From an optimization exercise on the open Yosys and OpenROAD flow, aimed at small area, a short achievable clock period and few clock cycles; shortcuts taken in it are not production practice.
In this exercise RTL edits were held to simulation tests only and were not proved equivalent to the original.
No activity file was given, so power comes from the tool's default toggle rates.

v46:
## dust_frame_engine
module dust_frame_engine (
    input  wire        clk,
    input  wire        rst,
    input  wire        bld_valid,
    input  wire [15:0] bld_poly,
    output wire        bld_ready,
    output wire        tbl_valid,
    input  wire        tx_hdr_valid,
    input  wire [1:0]  tx_opcode,
    input  wire [1:0]  tx_len_code,
    input  wire        tx_ack,
    input  wire [10:0] tx_pkt_num,
    output wire        tx_hdr_ready,
    input  wire        tx_in_valid,
    input  wire [7:0]  tx_in_data,
    output wire        tx_in_ready,
    output wire        tx_out_valid,
    output wire [7:0]  tx_out_data,
    output wire        tx_out_last,
    input  wire        tx_out_ready,
    input  wire        rx_in_valid,
    input  wire [7:0]  rx_in_data,
    output wire        rx_in_ready,
    output wire        rx_res_valid,
    output wire        rx_res_hdr_ok,
    output wire        rx_res_crc_ok,
    output wire [31:0] rx_res_hdr,
    output wire [15:0] rx_res_residue
);
Size in the first run: ~1200 cells after synthesis, roughly 120 I/O pins, roughly 0.010 mm2 of cells after synthesis.
==> flow/config.mk <==
export PLATFORM = sky130hd
export DESIGN_NAME = dust_frame_engine
export DESIGN_NICKNAME = dust_frame_engine
export VERILOG_FILES = /design/flow/design.v
export SDC_FILE = /design/flow/constraint.sdc
export NUM_CORES = 4
export LEC_CHECK = 0
export CAP_MARGIN = 20
export CELL_PAD_IN_SITES_DETAIL_PLACEMENT = 0
export CELL_PAD_IN_SITES_GLOBAL_PLACEMENT = 0
export CORE_MARGIN = 2
export CORE_UTILIZATION = 60
export CTS_BUF_LIST = sky130_fd_sc_hd__clkbuf_8
export PLACE_DENSITY = 0.8
export SLEW_MARGIN = 20
export SYNTH_MEMORY_MAX_BITS = 8192
==> flow/constraint.sdc <==
create_clock -name core_clock -period 10.0 [get_ports {clk}]
set_input_delay 2.0000 -clock core_clock [delete_from_list [all_inputs] [get_ports {clk}]]
set_output_delay 2.0000 -clock core_clock [all_outputs]
set_load 0.01 [all_outputs]
standard.sh (not shown) runs the stock make flow with config.mk's settings and CLKGATE_MAP_FILE= SYNTH_SCRIPT=/design/flow/synth_recipe.tcl, a recipe that flattens the netlist after the stock synthesis.
==> flow/flow/run.sh <==
#!/bin/bash
# Layout flow: the standard flow with ports buffered by buf_1 and the
# timing repair aiming for 6.5 ns of setup slack.
bash standard.sh finish BUFFER_PORTS_ARGS="-buffer_cell sky130_fd_sc_hd__buf_1" SETUP_SLACK_MARGIN=6.5 > standard.log 2>&1
v46 went all the way through the flow, and no timing, DRC or antenna check failed.
Testbench counts of v46, summed over its fixed seeds: cycles 13,079.
Setup changes, v46 to v52
==> flow/flow/run.sh <==
#!/bin/bash
# Layout flow: the standard flow with ports buffered by buf_1 and the
# timing repair aiming for 6.6 ns of setup slack.
bash standard.sh finish BUFFER_PORTS_ARGS="-buffer_cell sky130_fd_sc_hd__buf_1" SETUP_SLACK_MARGIN=6.6 > standard.log 2>&1
diff --git a/flow/config.mk b/flow/config.mk
--- a/flow/config.mk
+++ b/flow/config.mk
@@ -9,2 +9,2 @@
-export CELL_PAD_IN_SITES_DETAIL_PLACEMENT = 0
-export CELL_PAD_IN_SITES_GLOBAL_PLACEMENT = 0
+export CELL_PAD_IN_SITES_DETAIL_PLACEMENT = 1
+export CELL_PAD_IN_SITES_GLOBAL_PLACEMENT = 2
@@ -12 +12 @@
-export CORE_UTILIZATION = 60
+export CORE_UTILIZATION = 50
@@ -14 +14 @@
-export PLACE_DENSITY = 0.8
+export PLACE_DENSITY = 0.65
--- outcome ---
v52 vs v46 on global-route usage: v52 is the higher one.
Share of the core filled with cells (higher): v46
Diff v52 and v46: timing-limited maximum frequency lower in v46
Reported for v52 and v46, count of cell types in the netlist turned out identical to the last digit.
Relative to v46, number of vias per cell after detailed routing has gone down in v52.
Of the two values seen for worst setup path endpoint, u_tx.out_data[2]$_DFFE_PN_ was produced by v46 and tx_out_data[6] by v52.
The estimated power of v52 ends up higher than the estimate for v46.
### v52 -> v4
==> flow/flow/run.sh <==
#!/bin/bash
# Layout flow: the standard flow with ports buffered by buf_1 and the
# timing repair aiming for 6.3 ns of setup slack.
bash standard.sh finish BUFFER_PORTS_ARGS="-buffer_cell sky130_fd_sc_hd__buf_1" SETUP_SLACK_MARGIN=6.3 > standard.log 2>&1
[summary]
- v4 finished all stages; the layout is clean.
- Compared with v52, v4 shows a pre-CTS setup slack that is 0.32 ns lower.
- Between v4 and v52, the sum of routed wire length over all layers does not differ in any meaningful way.
- Diff v52 -> v4: flip-flop and latch share of the layout cell area up 0.30 points; clock network power share now smaller.
- v52 -> v4: routed via count divided by cell count flat
- v4 vs v52: largest stage delay on the critical path down in v4
The inputs of v57 differ from those of v4 as listed below.
==> flow/flow/run.sh <==
#!/bin/bash
# Layout flow: the standard flow with ports buffered by buf_1 and the
# timing repair aiming for 6.5 ns of setup slack.
bash standard.sh finish BUFFER_PORTS_ARGS="-buffer_cell sky130_fd_sc_hd__buf_1" SETUP_SLACK_MARGIN=6.5 > standard.log 2>&1
--- outcome ---
Diff v4..v57 | final count of hold timing violations | unchanged
Effective utilization at floorplan came out exactly the same in v4 and v57.
On worst max-slew margin expressed relative to the limit: v57 sits below v4.
Re aggregate routed wire length: v4 and v57 aren't equal, and the higher value belongs to v4.
| share of the clock period used by the worst path | v57 vs v4 | 1.3 points lower |
On number of buffer and inverter stages on the critical path, the lower figure sits with v4, not v57.
Higher sequential power among v4 and v57: v57
Sort v4 and v57 by post-layout minimum cycle time, descending, and v4 comes first.
Summary — area growth from synthesis to final layout, v57 relative to v4: higher, by 0.61 points.
[inputs] v9 vs v57
diff --git a/flow/config.mk b/flow/config.mk
--- a/flow/config.mk
+++ b/flow/config.mk
@@ -12 +12 @@
-export CORE_UTILIZATION = 50
+export CORE_UTILIZATION = 45
@@ -14 +14 @@
-export PLACE_DENSITY = 0.65
+export PLACE_DENSITY = 0.55
Results
- v9 went all the way through synthesis, placement and routing and the layout is clean on timing, DRC and antenna.
- v9 against v57: violation count after the first detailed-route iteration decreased 16; clock share of power now smaller; initial core utilization moved down; transition time of the tightest slew-check pin down 0.15 ns.
- Relative to v57, the total chip power of v9 is lower by 0.000047 W.
- Between v9 and v57, the critical path depth is lower for v57.
- Against v57, v9 reports a fmax that is higher.


The RTL this note starts from:
==> flow/design.v <==
module dust_crc_table (
    input  wire        clk,
    input  wire        rst,
    input  wire        bld_valid,
    input  wire [15:0] bld_poly,
    output wire        bld_ready,
    output wire        tbl_valid,
    output reg  [15:0] poly,
    output reg  [7:1]  d
);
    reg built;
    reg empty;       
    always @(posedge clk) begin
        if (rst) begin
            built <= 1'b0;
            empty <= 1'b1;
        end else if (bld_valid) begin
            built <= 1'b1;
            empty <= 1'b0;
        end
    end
    always @(posedge clk) begin
        if (!built)
            poly <= bld_poly;
    end
    reg [7:0] dd;
    integer n, m;
    always @* begin
        dd = 8'd1;
        for (n = 1; n < 8; n = n + 1) begin
            dd[n] = 1'b0;
            for (m = 1; m <= n; m = m + 1)
                dd[n] = dd[n] ^ (poly[16-m] & dd[n-m]);
        end
    end
    always @(posedge clk)
        d <= dd[7:1];
    assign bld_ready = empty;
    assign tbl_valid = built;
endmodule
module dust_crc_step (
    input  wire [15:0] poly,
    input  wire [7:1]  d,
    input  wire [15:0] crc,
    input  wire [7:0]  b,
    output reg  [15:0] crc_next
);
    reg [7:0] u, f;
    integer k, m;
    always @* begin
        for (k = 0; k < 8; k = k + 1)
            u[k] = crc[15-k] ^ b[7-k];
        for (k = 0; k < 8; k = k + 1) begin
            f[k] = u[k];
            for (m = 1; m <= k; m = m + 1)
                f[k] = f[k] ^ (d[m] & u[k-m]);
        end
        crc_next = {crc[7:0], 8'h00};
        for (k = 0; k < 8; k = k + 1)
            crc_next = crc_next ^ ({16{f[k]}} & (poly << (7 - k)));
    end
endmodule
module dust_tx (
    input  wire        clk,
    input  wire        rst,
    input  wire        enable,
    input  wire [15:0] poly,
    input  wire [7:1]  d,
    input  wire        hdr_valid,
    input  wire [1:0]  opcode,
    input  wire [1:0]  len_code,
    input  wire        ack,
    input  wire [10:0] pkt_num,
    output reg         hdr_ready,
    input  wire        in_valid,
    input  wire [7:0]  in_data,
    output reg         in_ready,
    output reg         out_valid,
    output reg  [7:0]  out_data,
    output reg         out_last,
    input  wire        out_ready
);
    localparam O_IDLE = 2'd0;
    localparam O_HDR  = 2'd1;
    localparam O_PAY  = 2'd2;
    localparam O_CRC  = 2'd3;
    reg        in_pay;       
    reg        hpend;        
    reg [15:0] hi16;         
    reg        sv;           
    reg        sl;           
    reg [1:0]  ost;
    reg [1:0]  hcnt;
    reg [15:0] crc;
    wire [15:0] crc_next;
    dust_crc_step u_step (.poly(poly), .d(d), .crc(crc), .b(out_data), .crc_next(crc_next));
    wire hacc  = hdr_valid && hdr_ready;
    wire pacc  = in_valid && in_ready;
    wire plast = (hi16[15:8] == 8'd0);
    wire ofree = !out_valid || out_ready;
    wire xfer  = out_valid && out_ready;
    wire st_idle = (ost == O_IDLE);
    wire st_hdr  = (ost == O_HDR);
    wire st_pay  = (ost == O_PAY);
    wire st_crc  = (ost == O_CRC);
    wire start   = st_idle && hpend && enable;
    wire hdr_end = st_hdr && (hcnt == 2'd3);
    wire       load      = start || st_hdr || st_crc || (st_pay && (sv || pacc));
    wire       pay_last  = sv ? sl : plast;
    wire [7:0] pay_data  = sv ? hi16[7:0] : in_data;
    wire [7:0] load_data = st_pay ? pay_data : st_crc ? crc_next[15:8] : hi16[15:8];
    wire take = st_pay && ofree;
    wire sv_n     = (sv || pacc) && !take;
    wire in_pay_n = hacc || (in_pay && !(pacc && plast));
    wire hpend_n  = hacc || (hpend && !(start && ofree));
    always @(posedge clk) begin
        if (rst) begin
            in_pay    <= 1'b0;
            hpend     <= 1'b0;
            sv        <= 1'b0;
            hdr_ready <= 1'b0;
            in_ready  <= 1'b0;
            ost       <= O_IDLE;
            out_valid <= 1'b0;
            crc       <= 16'h0000;
        end else begin
            in_pay    <= in_pay_n;
            hpend     <= hpend_n;
            sv        <= sv_n;
            hdr_ready <= !in_pay_n && !hpend_n && !sv_n;
            in_ready  <= in_pay_n && !sv_n && (st_pay || (hdr_end && ofree));
            if (xfer)
                crc <= crc_next;
            if (ofree) begin
                out_valid <= load;
                if (start)
                    ost <= O_HDR;
                else if (hdr_end)
                    ost <= O_PAY;
                else if (st_pay && load && pay_last)
                    ost <= O_CRC;
                else if (st_crc && hcnt == 2'd1)
                    ost <= O_IDLE;
            end
        end
    end
    always @(posedge clk) begin
        if (hdr_ready)
            hi16 <= {opcode, len_code, ack, pkt_num};
        else if (ofree && hdr_end)
            hi16[15:8] <= (8'd32 << hi16[5:4]) - 8'd1;
        else if (ofree && (start || st_hdr))
            hi16 <= {hi16[7:0], ~hi16[15:8]};
        else begin
            if (pacc)
                hi16[15:8] <= hi16[15:8] - 8'd1;
            if (in_ready)
                hi16[7:0] <= in_data;
        end
        if (in_ready)
            sl <= plast;
        if (ofree) begin
            out_data <= load_data;
            out_last <= st_crc && (hcnt == 2'd1);
            if (start)
                hcnt <= 2'd1;
            else if (st_hdr || st_crc)
                hcnt <= hcnt + 2'd1;
        end
    end
endmodule
module dust_rx (
    input  wire        clk,
    input  wire        rst,
    input  wire        enable,
    input  wire [15:0] poly,
    input  wire [7:1]  d,
    input  wire        in_valid,
    input  wire [7:0]  in_data,
    output reg         in_ready,
    output reg         res_valid,
    output reg         res_hdr_ok,
    output reg         res_crc_ok,
    output wire [31:0] res_hdr,
    output wire [15:0] res_residue
);
    reg        rv;           
    reg [7:0]  rd;
    reg        pend;         
    reg        body;         
    reg        first;        
    reg [1:0]  hcnt;
    reg [31:0] hdr_word;     
    reg [15:0] crc;
    assign res_hdr     = hdr_word;
    assign res_residue = crc;
    wire [15:0] crc_base = first ? 16'h0000 : crc;
    wire [15:0] crc_next;
    dust_crc_step u_step (.poly(poly), .d(d), .crc(crc_base), .b(rd), .crc_next(crc_next));
    wire        half_ok  = (rd == ~hdr_word[15:8]);
    wire        hdr_good = res_hdr_ok && half_ok;
    wire [1:0]  hdr_len  = hdr_word[21:20];
    wire [8:0]  cnt      = hdr_word[8:0];
    wire hdr_end  = !body && (hcnt == 2'd3);
    wire body_end = body && (cnt == 9'd0);
    wire fr_end   = rv && (body_end || (hdr_end && !hdr_good));
    wire take     = in_valid && in_ready;
    wire take_4th = !body && (rv ? (hcnt == 2'd2) : (hcnt == 2'd3));
    wire take_end = body && (rv ? (cnt == 9'd1) : (cnt == 9'd0));
    always @(posedge clk) begin
        if (rst) begin
            rv        <= 1'b0;
            in_ready  <= 1'b0;
            pend      <= 1'b0;
            body      <= 1'b0;
            first     <= 1'b1;
            hcnt      <= 2'd0;
            res_valid <= 1'b0;
        end else begin
            rv        <= take;
            in_ready  <= enable && !(take && (take_4th || take_end));
            pend      <= fr_end;
            res_valid <= pend;
            if (rv) begin
                first <= fr_end;
                if (!body) begin
                    hcnt <= hcnt + 2'd1;
                    if (hdr_end && hdr_good)
                        body <= 1'b1;
                end else if (body_end)
                    body <= 1'b0;
            end
        end
    end
    always @(posedge clk) begin
        rd <= in_data;
        if (rv) begin
            crc <= crc_next;
            if (!body) begin
                hdr_word <= {hdr_word[23:0], rd};
                if (hcnt == 2'd2)
                    res_hdr_ok <= half_ok;
                if (hcnt == 2'd3)
                    res_hdr_ok <= hdr_good;
                if (hdr_end && hdr_good)
                    hdr_word[8:0] <= (9'd32 << hdr_len) + 9'd1;
            end else if (body_end)
                hdr_word[8:0] <= ~hdr_word[24:16];
            else
                hdr_word[8:0] <= cnt - 9'd1;
        end
        if (pend)
            res_crc_ok <= res_hdr_ok && (crc == 16'h0000);
    end
endmodule
module dust_frame_engine (
    input  wire        clk,
    input  wire        rst,
    input  wire        bld_valid,
    input  wire [15:0] bld_poly,
    output wire        bld_ready,
    output wire        tbl_valid,
    input  wire        tx_hdr_valid,
    input  wire [1:0]  tx_opcode,
    input  wire [1:0]  tx_len_code,
    input  wire        tx_ack,
    input  wire [10:0] tx_pkt_num,
    output wire        tx_hdr_ready,
    input  wire        tx_in_valid,
    input  wire [7:0]  tx_in_data,
    output wire        tx_in_ready,
    output wire        tx_out_valid,
    output wire [7:0]  tx_out_data,
    output wire        tx_out_last,
    input  wire        tx_out_ready,
    input  wire        rx_in_valid,
    input  wire [7:0]  rx_in_data,
    output wire        rx_in_ready,
    output wire        rx_res_valid,
    output wire        rx_res_hdr_ok,
    output wire        rx_res_crc_ok,
    output wire [31:0] rx_res_hdr,
    output wire [15:0] rx_res_residue
);
    wire [15:0] poly;
    wire [7:1]  d;
    dust_crc_table u_table (
        .clk(clk), .rst(rst),
        .bld_valid(bld_valid), .bld_poly(bld_poly),
        .bld_ready(bld_ready), .tbl_valid(tbl_valid),
        .poly(poly), .d(d)
    );
    dust_tx u_tx (
        .clk(clk), .rst(rst), .enable(tbl_valid), .poly(poly), .d(d),
        .hdr_valid(tx_hdr_valid), .opcode(tx_opcode), .len_code(tx_len_code),
        .ack(tx_ack), .pkt_num(tx_pkt_num), .hdr_ready(tx_hdr_ready),
        .in_valid(tx_in_valid), .in_data(tx_in_data), .in_ready(tx_in_ready),
        .out_valid(tx_out_valid), .out_data(tx_out_data), .out_last(tx_out_last),
        .out_ready(tx_out_ready)
    );
    dust_rx u_rx (
        .clk(clk), .rst(rst), .enable(tbl_valid), .poly(poly), .d(d),
        .in_valid(rx_in_valid), .in_data(rx_in_data), .in_ready(rx_in_ready),
        .res_valid(rx_res_valid), .res_hdr_ok(rx_res_hdr_ok), .res_crc_ok(rx_res_crc_ok),
        .res_hdr(rx_res_hdr), .res_residue(rx_res_residue)
    );
endmodule
export LEC_CHECK = 0
export ABC_CLOCK_PERIOD_IN_PS = 3500
export CAP_MARGIN = 20
export CELL_PAD_IN_SITES_DETAIL_PLACEMENT = 1
export CELL_PAD_IN_SITES_GLOBAL_PLACEMENT = 2
export CORE_MARGIN = 2
export CORE_UTILIZATION = 50
export CTS_BUF_LIST = sky130_fd_sc_hd__clkbuf_8
export PLACE_DENSITY = 0.65
export SLEW_MARGIN = 20
export SYNTH_MEMORY_MAX_BITS = 8192
create_clock -name core_clock -period 10.0 [get_ports {clk}]
==> flow/flow/run.sh <==
#!/bin/bash
# Layout flow: the standard flow with ports buffered by buf_1 and the
# timing repair aiming for 6.5 ns of setup slack.
bash standard.sh finish BUFFER_PORTS_ARGS="-buffer_cell sky130_fd_sc_hd__buf_1" SETUP_SLACK_MARGIN=6.5 > standard.log 2>&1
Testbench counts at the start, summed over its fixed seeds: cycles 13,123.
Rerun with:
==> flow/flow/run.sh (replaced) <==
#!/bin/bash
# Layout flow: the standard flow with ports buffered by buf_1 and the
# timing repair aiming for 6.8 ns of setup slack.
bash standard.sh finish BUFFER_PORTS_ARGS="-buffer_cell sky130_fd_sc_hd__buf_1" SETUP_SLACK_MARGIN=6.8 > standard.log 2>&1
--- a/flow/config.mk
+++ b/flow/config.mk
@@ -6,5 +6,4 @@
 export NUM_CORES = 4
 export LEC_CHECK = 0
-export ABC_CLOCK_PERIOD_IN_PS = 3500
 export CAP_MARGIN = 20
 export CELL_PAD_IN_SITES_DETAIL_PLACEMENT = 1
Cell count climbs by about 2.2%.
Count of clock-buffer cells in the layout stays the same.
Worst setup slack improves by 0.10 ns.

## static timing again, ports no longer ideal
No port has a modelled driver above. Below, the same layouts with a new extraction and two added sets of constraints. Step 1 assumes that a clkbuf_16 drives the clock port and a buf_2 every other input. Step 2 moves the port delays by t, midway between the first and last clock arrival at a register: inputs arrive t later, outputs are due t later. That takes back most of the time a late clock gives input paths. Three values: no drivers, after step 1, after step 2; two values: the first two.
run | t (ns) | setup slack, ns | cell pins on the clock port's net
v46 | 0.506 | 6.562 / 6.562 / 6.150 | 1
v52 | 0.522 | 6.633 / 6.586 / 6.206 | 1
v4 | 0.507 | 6.458 / 6.458 / 5.996 | 1
v57 | 0.504 | 6.588 / 6.543 / 6.227 | 1
v9 | 0.511 | 6.619 / 6.575 / 6.159 | 1
the first run of note 2 | 0.507 | 6.681 / 6.638 / 6.235 | 1
the second run of note 2 | 0.512 | 6.781 / 6.737 / 6.413 | 1
After both steps setup and hold are still met in every run listed. For v4, which loses most, drivers alone change the setup slack by 0.000 ns; drivers and shift together by -0.462 ns.
